This design comes from an exercise in tuning for small area on the open sky130 flow, not from production work. Where RTL was checked, it was by simulation tests only, not by an equivalence proof against the original. The flow treats the clock pin as an ideal source, which a real chip does not have. Power figures rest on the tool's default switching activity, not on a simulated workload.

## wmr928_fsc
module wmr928_fsc (
    input  wire         clk,
    input  wire         rst,           
    input  wire         in_valid,
    input  wire [7:0]   in_data,
    input  wire [1:0]   in_fail,       
    output wire         in_ready,
    output wire [2:0]   o_state,
    output wire [1:0]   o_err,
    output wire [7:0]   o_dev,
    output wire [3:0]   o_len,
    output wire [3:0]   o_cnt,
    output wire [7:0]   o_acc,
    output wire [103:0] o_fb,          
    output wire         o_sync,
    output wire         o_frame_ok,
    output wire         o_cksum_fail,
    output wire         o_nop,
    output wire         o_unk_skip,
    output wire         o_fatal,
    output wire         o_low_batt,
    output wire [10:0]  o_wind_dir,
    output wire [14:0]  o_wind_gust_c,
    output wire         o_rain_rate_over,
    output wire         o_rain_total_over,
    output wire         o_rain_yest_over,
    output wire [7:0]   o_minute,
    input  wire [7:0]   bcd_in,
    output wire [7:0]   bcd_out
);
Size in the first run: ~410 cells after synthesis, about 130 flip-flops, roughly 210 I/O pins, about 6400 sq um of cells after synthesis.
export LEC_CHECK = 0
export CAP_MARGIN = 0
export CORE_MARGIN = 2
export CORE_UTILIZATION = 55
export SLEW_MARGIN = 0
export SYNTH_HIERARCHICAL = 1
create_clock -name core_clock -period 7.0 [get_ports {clk}]
standard.sh (not shown) runs the stock make flow with config.mk's settings and CLKGATE_MAP_FILE= SYNTH_SCRIPT=/design/flow/synth_recipe.tcl, a recipe that flattens the netlist after the stock synthesis.
==> flow/flow/run.sh <==
#!/bin/bash
# Standard ORFS layout with the smallest buffer cell on the ports and a
# clock tree of clkbuf_4 cells without dummy loads.
set -euo pipefail
bash standard.sh "BUFFER_PORTS_ARGS=-buffer_cell sky130_fd_sc_hd__buf_1" \
  "CTS_ARGS=-repair_clock_nets -dont_use_dummy_load -buf_list sky130_fd_sc_hd__clkbuf_4" \
  "RECOVER_POWER=100" \
  finish > standard.log 2>&1
Next try:
--- a/flow/design.v
+++ b/flow/design.v
@@ -35,17 +35,17 @@
     reg [1:0] st;
     reg [1:0] err;
     reg [7:0] dev;
     reg [3:1] len;
     reg [3:0] cnt;
     reg [7:0] acc;
     reg [7:0] fb [0:12];
     wire halted = err[1] | err[0];
-    assign in_ready = !rst && !(halted && (st == 2'd0));
+    assign in_ready = !rst && !halted;
     wire is_fail   = in_fail[1] | in_fail[0];
     wire take_fail = !halted && is_fail;
     wire take_byte = !halted && !is_fail && in_valid;
     wire       hi_zero  = (in_data[7:4] == 4'd0);
     wire [3:0] c        = in_data[3:0];
     wire       code_ok  = hi_zero && (c[3] ? (c[2] & c[1]) : !(c[2] & c[1] & c[0]));
     reg  [3:1] code_len;             
     always @(*) begin
Wire length went down by 0.45%.
Via count increases by 0.88%.
Setup slack gets better by 0.061 ns.
Sequential cell count does not change.
Clock skew grows by 0.0087 ns.
Area after synthesis decreases by 0.39%.


birch:
wmr928_fsc, a different RTL version from the one above (not shown whole).
Size: about 410 cells after synthesis, about 130 flip-flops.
==> flow/config.mk <==
export PLATFORM = sky130hd
export DESIGN_NAME = wmr928_fsc
export DESIGN_NICKNAME = wmr928_fsc
export VERILOG_FILES = /design/flow/design.v
export SDC_FILE = /design/flow/constraint.sdc
export NUM_CORES = 4
export LEC_CHECK = 0
export CAP_MARGIN = 20
export CORE_MARGIN = 2
export CORE_UTILIZATION = 40
export SLEW_MARGIN = 20
export SYNTH_HIERARCHICAL = 1
==> flow/constraint.sdc <==
create_clock -name core_clock -period 7.0 [get_ports {clk}]
set_input_delay 1.4000 -clock core_clock [delete_from_list [all_inputs] [get_ports {clk}]]
set_output_delay 1.4000 -clock core_clock [all_outputs]
set_load 0.01 [all_outputs]
==> flow/flow/run.sh <==
#!/bin/bash
# Standard ORFS layout with: the smallest buffer cell on the ports; a clock
# tree of clkbuf_4 cells without dummy loads (clkbuf_8 where the sink slew
# is high); power (area) recovery on paths with positive slack, followed by
# a design repair so no slew or capacitance violation is left.
set -euo pipefail
here=$(pwd)
bash standard.sh "BUFFER_PORTS_ARGS=-buffer_cell sky130_fd_sc_hd__buf_1" \
  "CTS_ARGS=-repair_clock_nets -dont_use_dummy_load -buf_list sky130_fd_sc_hd__clkbuf_4" \
  "POST_CTS_TCL=$here/flow/post_cts.tcl" \
  "RECOVER_POWER=100" \
  "POST_GLOBAL_ROUTE_TCL=$here/flow/post_grt.tcl" \
  finish > standard.log 2>&1
==> flow/flow/post_cts.tcl <==
# Upsize clock buffers whose estimated sink slew is high, so the slew at the
# flip-flop clock pins stays well inside the limit after routing.
estimate_parasitics -placement
set upsized 0
foreach inst [get_cells -hierarchical *] {
  set ref [get_property $inst ref_name]
  if { $ref != "sky130_fd_sc_hd__clkbuf_4" } { continue }
  set out [get_pins -of_objects $inst -filter "direction == output"]
  set worst 0.0
  foreach p [get_pins -of_objects [get_nets -of_objects $out] -filter "direction == input"] {
    set s [get_property $p slew_max]
    if { $s > $worst } { set worst $s }
  }
  if { $worst > 0.090 } {
    replace_cell $inst sky130_fd_sc_hd__clkbuf_8
    incr upsized
  }
}
puts "post_cts: upsized $upsized clock buffers"
if { $upsized > 0 } {
  detailed_placement
  estimate_parasitics -placement
}
==> flow/flow/post_grt.tcl <==
# Power recovery runs after the last design repair of global routing; repair
# any slew or capacitance violations it left before detailed routing.
global_route -start_incremental
estimate_parasitics -global_routing
repair_design -slew_margin 20 -cap_margin 20
detailed_placement
global_route -end_incremental
estimate_parasitics -global_routing
> inputs changed (birch -> oak)
--- a/flow/design.v
+++ b/flow/design.v
@@ -63,19 +63,19 @@
                                       : (len[1] ? (cnt[3] & cnt[1])        
                                                 : (cnt[2] & cnt[1] & cnt[0])))  
                             : (cnt[0] & (!len[2] | cnt[2]));             
     wire in_code    = (st == ST_CODE);
     wire in_data_st = (st == ST_DATA);
     wire tb_code    = take_byte && in_code;
     wire tb_data    = take_byte && in_data_st;
     wire       nrst  = !rst;
     wire [7:0] din   = in_data & {8{nrst}};
-    wire [7:0] acc_g = acc & {8{st[0] & nrst}};
+    wire [7:0] acc_g = acc & {8{in_data_st & nrst}};
     wire [7:0] acc_sum;
     wire       cks_eq = (acc == in_data);
     wire code_take = tb_code && code_ok;
     wire acc_en    = code_take || (tb_data && !last_byte);
     always @(posedge clk) begin
         if (rst || tb_code)
             dev <= din;
         if (rst || code_take)
             len <= code_len & {3{nrst}};
### Flow results
- oak did not stop at any stage, and its layout met the timing, design-rule and antenna checks.
- NOTE sum of routed wire length over all layers birch->oak decreased by a few percent
- birch -> oak: fmax flat
- Compared with birch, starting DRC count in detailed routing in oak decreased slightly.
- Looking at part of the power in registers across birch and oak, the one that comes out higher is oak.
- Higher post-synthesis compound-gate area fraction goes to oak over birch.
For birch, only the layout was checked, not whether the RTL still works.

[what the ideal ports hide]
No port has a modelled driver above. Below, the same layouts with a new extraction and two added sets of constraints. Step 1: set_driving_cell puts a clkbuf_16 on clk and a buf_2 on each other input, an assumption about the parent block. Step 2 times the ports against the registers' clock, not the clock port: input delays grow and output delays shrink by t, the midpoint of the rising clock arrivals with the driver on. a / b / c = ideal ports / drivers / drivers and shift; a / b = the first two.
| run | shift t [ns] | setup WS [ns] | latest minus earliest clock arrival (ns) | slew at the worst register clock pin (ns) |
|---|---|---|---|---|
| the first run of note 1 | 0.518 | 0.936 / 0.903 / 1.120 | 0.039 / 0.039 | 0.11 / 0.11 |
| the second run of note 1 | 0.500 | 0.998 / 0.968 / 1.390 | 0.051 / 0.052 | 0.11 / 0.11 |
| birch | 0.442 | 1.068 / 1.035 / 1.276 | 0.034 / 0.033 | 0.09 / 0.09 |
| oak | 0.446 | 1.059 / 1.025 / 1.342 | 0.024 / 0.024 | 0.09 / 0.09 |
After both steps setup and hold are still met in every run listed.
